From an optimization exercise on the open Yosys and OpenROAD flow, aimed at small area, a short achievable clock period and few clock cycles; shortcuts taken in it are not production practice.
RTL that was checked went through simulation tests only; none was proved equivalent to the original.
No activity file was given, so power comes from the tool's default toggle rates.

## wip/raven
// frame_engine
module frame_engine (
    input  wire        clk,
    input  wire        rst,           
    input  wire        cmd_valid,
    output wire        cmd_ready,
    input  wire [31:0] cmd_data,
    output reg         rsp_valid,
    output wire [31:0] rsp_data,
    output wire        frm_valid,
    input  wire        frm_ready,
    output wire [7:0]  frm_data,
    output wire        frm_first,
    output wire        frm_last
);
Size: roughly 3000 cells after synthesis, ~1200 flip-flops, about 52000 um^2 of cells after synthesis.
export LEC_CHECK = 0
export CAP_MARGIN = 20
export CELL_PAD_IN_SITES_DETAIL_PLACEMENT = 1
export CELL_PAD_IN_SITES_GLOBAL_PLACEMENT = 2
export CORE_MARGIN = 2
export CORE_UTILIZATION = 70
export SLEW_MARGIN = 20
create_clock -name core_clock -period 11.0 [get_ports {clk}]
standard.sh (not shown) runs the stock make flow with config.mk's settings and CLKGATE_MAP_FILE= SYNTH_SCRIPT=/design/flow/synth_recipe.tcl, a recipe that flattens the netlist after the stock synthesis.
==> flow/flow/run.sh <==
#!/bin/bash
set -euo pipefail
bash standard.sh SETUP_SLACK_MARGIN=6.5 finish > standard_flow.log 2>&1
wip/raven: aborted in 3_1_place_gp_skip_io (tool error)
Testbench counts of wip/raven, summed over its fixed seeds: cycles 35,278.
Inputs modified between wip/raven and wip/amber:
- changing CORE_UTILIZATION from 70 to 50
==> comparison <==
Diff wip/raven -> wip/amber | starting utilization of the core area | decrease of 21 points. Delta (wip/amber minus wip/raven): xor and xnor fraction of the mapped netlist area comparable; post-synth design cell area held; synthesized cell count has remained practically unchanged; net count after synthesis ~0 delta; post-synthesis sequential element count about even. Against wip/raven as the reference, wip/amber delivers a higher horizontal die dimension. Going from wip/raven to wip/amber, fraction of the mapped netlist area in compound gates about even; chip height rose about 18%. The flow ran to completion for all of wip/amber and wip/raven but wip/raven, which stopped partway. wip/raven did not finish; the tool stopped in 3_1_place_gp_skip_io with error GPL-0301.
Edits applied to the flow inputs when going from wip/amber to wip/nickel:
- CTS_CLUSTER_DIAMETER: unset -> 120
- CTS_CLUSTER_SIZE: unset -> 24
Results
Start point of the critical path: rk_crc$_DFFE_PP_ -> wip/amber, cmd_data[0] -> wip/nickel
Flip-flop and latch share of the layout cell area in wip/nickel is 2.6 points above wip/amber.
Summary of wip/nickel over wip/amber: fraction of layout instances using a drive strength above 1 lower, register-to-register slack higher, total power lower.
For wip/xenon, these inputs were changed with respect to wip/nickel:
- CTS_CLUSTER_DIAMETER changed from 120 to 100
- CTS_CLUSTER_SIZE changed from 24 to 20
### Flow results
- In wip/xenon, the count of clock-buffer cells in the layout came out 17 above the value in wip/nickel.
- The worst hold slack of wip/nickel and that of wip/xenon are within noise of each other.
- [compare] base=wip/nickel new=wip/xenon: routed length on met3 picked up an extra 3.4%, first-iteration DRC count lost 217, number of buffers added by the clock tree synthesis step picked up an extra about 24%, core utilization picked up an extra 0.55 points.


frame_engine, a different RTL version from the one above (not shown whole).
Size in the first run: ~3400 cells after synthesis, about 1200 flip-flops.
==> flow/design.v (excerpt) <==
module frame_engine (
    input  wire        clk,
    input  wire        rst,           
    input  wire        cmd_valid,
    output wire        cmd_ready,
    input  wire [31:0] cmd_data,
    output reg         rsp_valid,
    output wire [31:0] rsp_data,
    output wire        frm_valid,
    input  wire        frm_ready,
    output wire [7:0]  frm_data,
    output wire        frm_first,
    output wire        frm_last
);
    localparam [7:0] P_MARKER0 = 8'hA5;
    localparam [7:0] P_MARKER1 = 8'h5A;
    localparam [7:0] P_VERSION = 8'h01;
    localparam [7:0] P_TYPE    = 8'h01;
    function [15:0] crc_step;
        input [15:0] r;
        input [7:0]  b;
        integer      n;
        reg   [15:0] t;
        begin
            t = r ^ {b, 8'h00};
            for (n = 0; n < 8; n = n + 1)
                t = t[15] ? ((t << 1) ^ 16'h1021) : (t << 1);
            crc_step = t;
        end
    endfunction
    wire [7:0] op = cmd_data[31:24];
    wire is_nop    = (cmd_data == 32'h00000000);
    wire is_init   = (cmd_data == 32'h01000000);
    wire is_seed   = (op == 8'h02) && (cmd_data[23:16] == 8'h00);
    wire is_update = (op == 8'h03) && (cmd_data[23:8]  == 16'h0000);
  ...
Settings: LEC_CHECK=0, CAP_MARGIN=20, CELL_PAD_IN_SITES_DETAIL_PLACEMENT=1, CELL_PAD_IN_SITES_GLOBAL_PLACEMENT=2, CORE_MARGIN=2, CORE_UTILIZATION=50, SLEW_MARGIN=20; clock period 11.0 ns.
==> flow/flow/run.sh <==
#!/bin/bash
set -euo pipefail
bash standard.sh SETUP_SLACK_MARGIN=7 finish > standard_flow.log 2>&1
The baseline completed with no timing, DRC or antenna violations.
Next try:
==> flow/flow/run.sh (replaced) <==
#!/bin/bash
set -euo pipefail
bash standard.sh SETUP_SLACK_MARGIN=6.5 finish > standard_flow.log 2>&1
Effect: The new run ran to the end with no violations. Worst setup slack gets better by 0.082 ns. Non-clock buffer count shrinks by 89. Total power shrinks by 4.6%.
Next try:
==> flow/run.sh (new file) <==
#!/bin/bash
# synth_recipe.tcl (not shown) runs the flow's synth.tcl, then flattens the netlist and writes it again
# the make line also repeats each setting of config.mk as NAME=value (left out here)
make -C /OpenROAD-flow-scripts/flow DESIGN_CONFIG=/design/flow/config.mk WORK_HOME=/design/flow/orfs CLKGATE_MAP_FILE= SYNTH_SCRIPT=/design/flow/synth_recipe.tcl finish
SETUP_SLACK_MARGIN = 5   (was not set)
removed: flow/flow/run.sh
removed: flow/standard.sh
=>
- global-route usage fell by 1.7 points
- register-to-register slack got worse by 1.2 ns
- power fell by a few percent
- setup slack got worse by 1.3 ns
Next try:
==> flow/flow/run.sh (new file) <==
#!/bin/bash
set -euo pipefail
bash standard.sh SETUP_SLACK_MARGIN=8 finish > standard_flow.log 2>&1
==> flow/standard.sh (new file) <==
#!/bin/bash
# synth_recipe.tcl (not shown) runs the flow's synth.tcl, then flattens the netlist and writes it again
# the make line also repeats each setting of config.mk as NAME=value (left out here)
make -C /OpenROAD-flow-scripts/flow DESIGN_CONFIG=/design/flow/config.mk WORK_HOME=/design/flow/orfs CLKGATE_MAP_FILE= SYNTH_SCRIPT=/design/flow/synth_recipe.tcl "${@:-finish}"
SETUP_SLACK_MARGIN = not set   (was 5)
removed: flow/run.sh
The new run passed the timing, DRC and antenna checks. Sequential power is about the same. Design area came out higher by about 13%. Utilization rose by 7.6 points.
Function was not checked in any run of this note: the RTL went through the layout flow alone.

-- port drivers added, routing unchanged --
No port has a modelled driver above. Below, the same layouts with a new extraction and two added sets of constraints. Step 1 sets driving cells, clkbuf_16 on the clock port and buf_2 on the other inputs (assumed; they add their load-dependent delay and slew). Step 2, shift: input delay + t, output delay - t, t = (earliest + latest rising clock arrival at the registers) / 2. This alone moves slack from input paths to output paths. Slacks: no drivers / after step 1 / after step 2; pairs: no drivers / after step 1.
run | shift t [ns] | setup slack, ns | worst hold slack (ns) | clock arrival spread, ns
wip/amber | 0.796 | 6.526 / 6.451 / 5.787 | 0.497 / 0.497 / 0.497 | 0.028 / 0.028
wip/nickel | 0.765 | 6.407 / 6.420 / 5.655 | 0.507 / 0.507 / 0.507 | 0.038 / 0.038
wip/xenon | 0.732 | 6.476 / 6.491 / 5.759 | 0.505 / 0.505 / 0.505 | 0.039 / 0.039
the first run of note 2 | 0.812 | 6.438 / 6.484 / 5.672 | 0.485 / 0.485 / 0.485 | 0.019 / 0.019
the second run of note 2 | 0.813 | 6.520 / 6.494 / 5.746 | 0.484 / 0.484 / 0.484 | 0.029 / 0.030
the third run of note 2 | 0.786 | 5.256 / 5.306 / 4.520 | 0.482 / 0.482 / 0.482 | 0.038 / 0.039
the fourth run of note 2 | 0.812 | 6.499 / 6.545 / 5.732 | 0.480 / 0.480 / 0.480 | 0.023 / 0.023
After both steps every run listed still meets setup and hold. For the second run of note 2, which loses most, drivers alone change the setup slack by -0.026 ns; drivers and shift together by -0.774 ns.
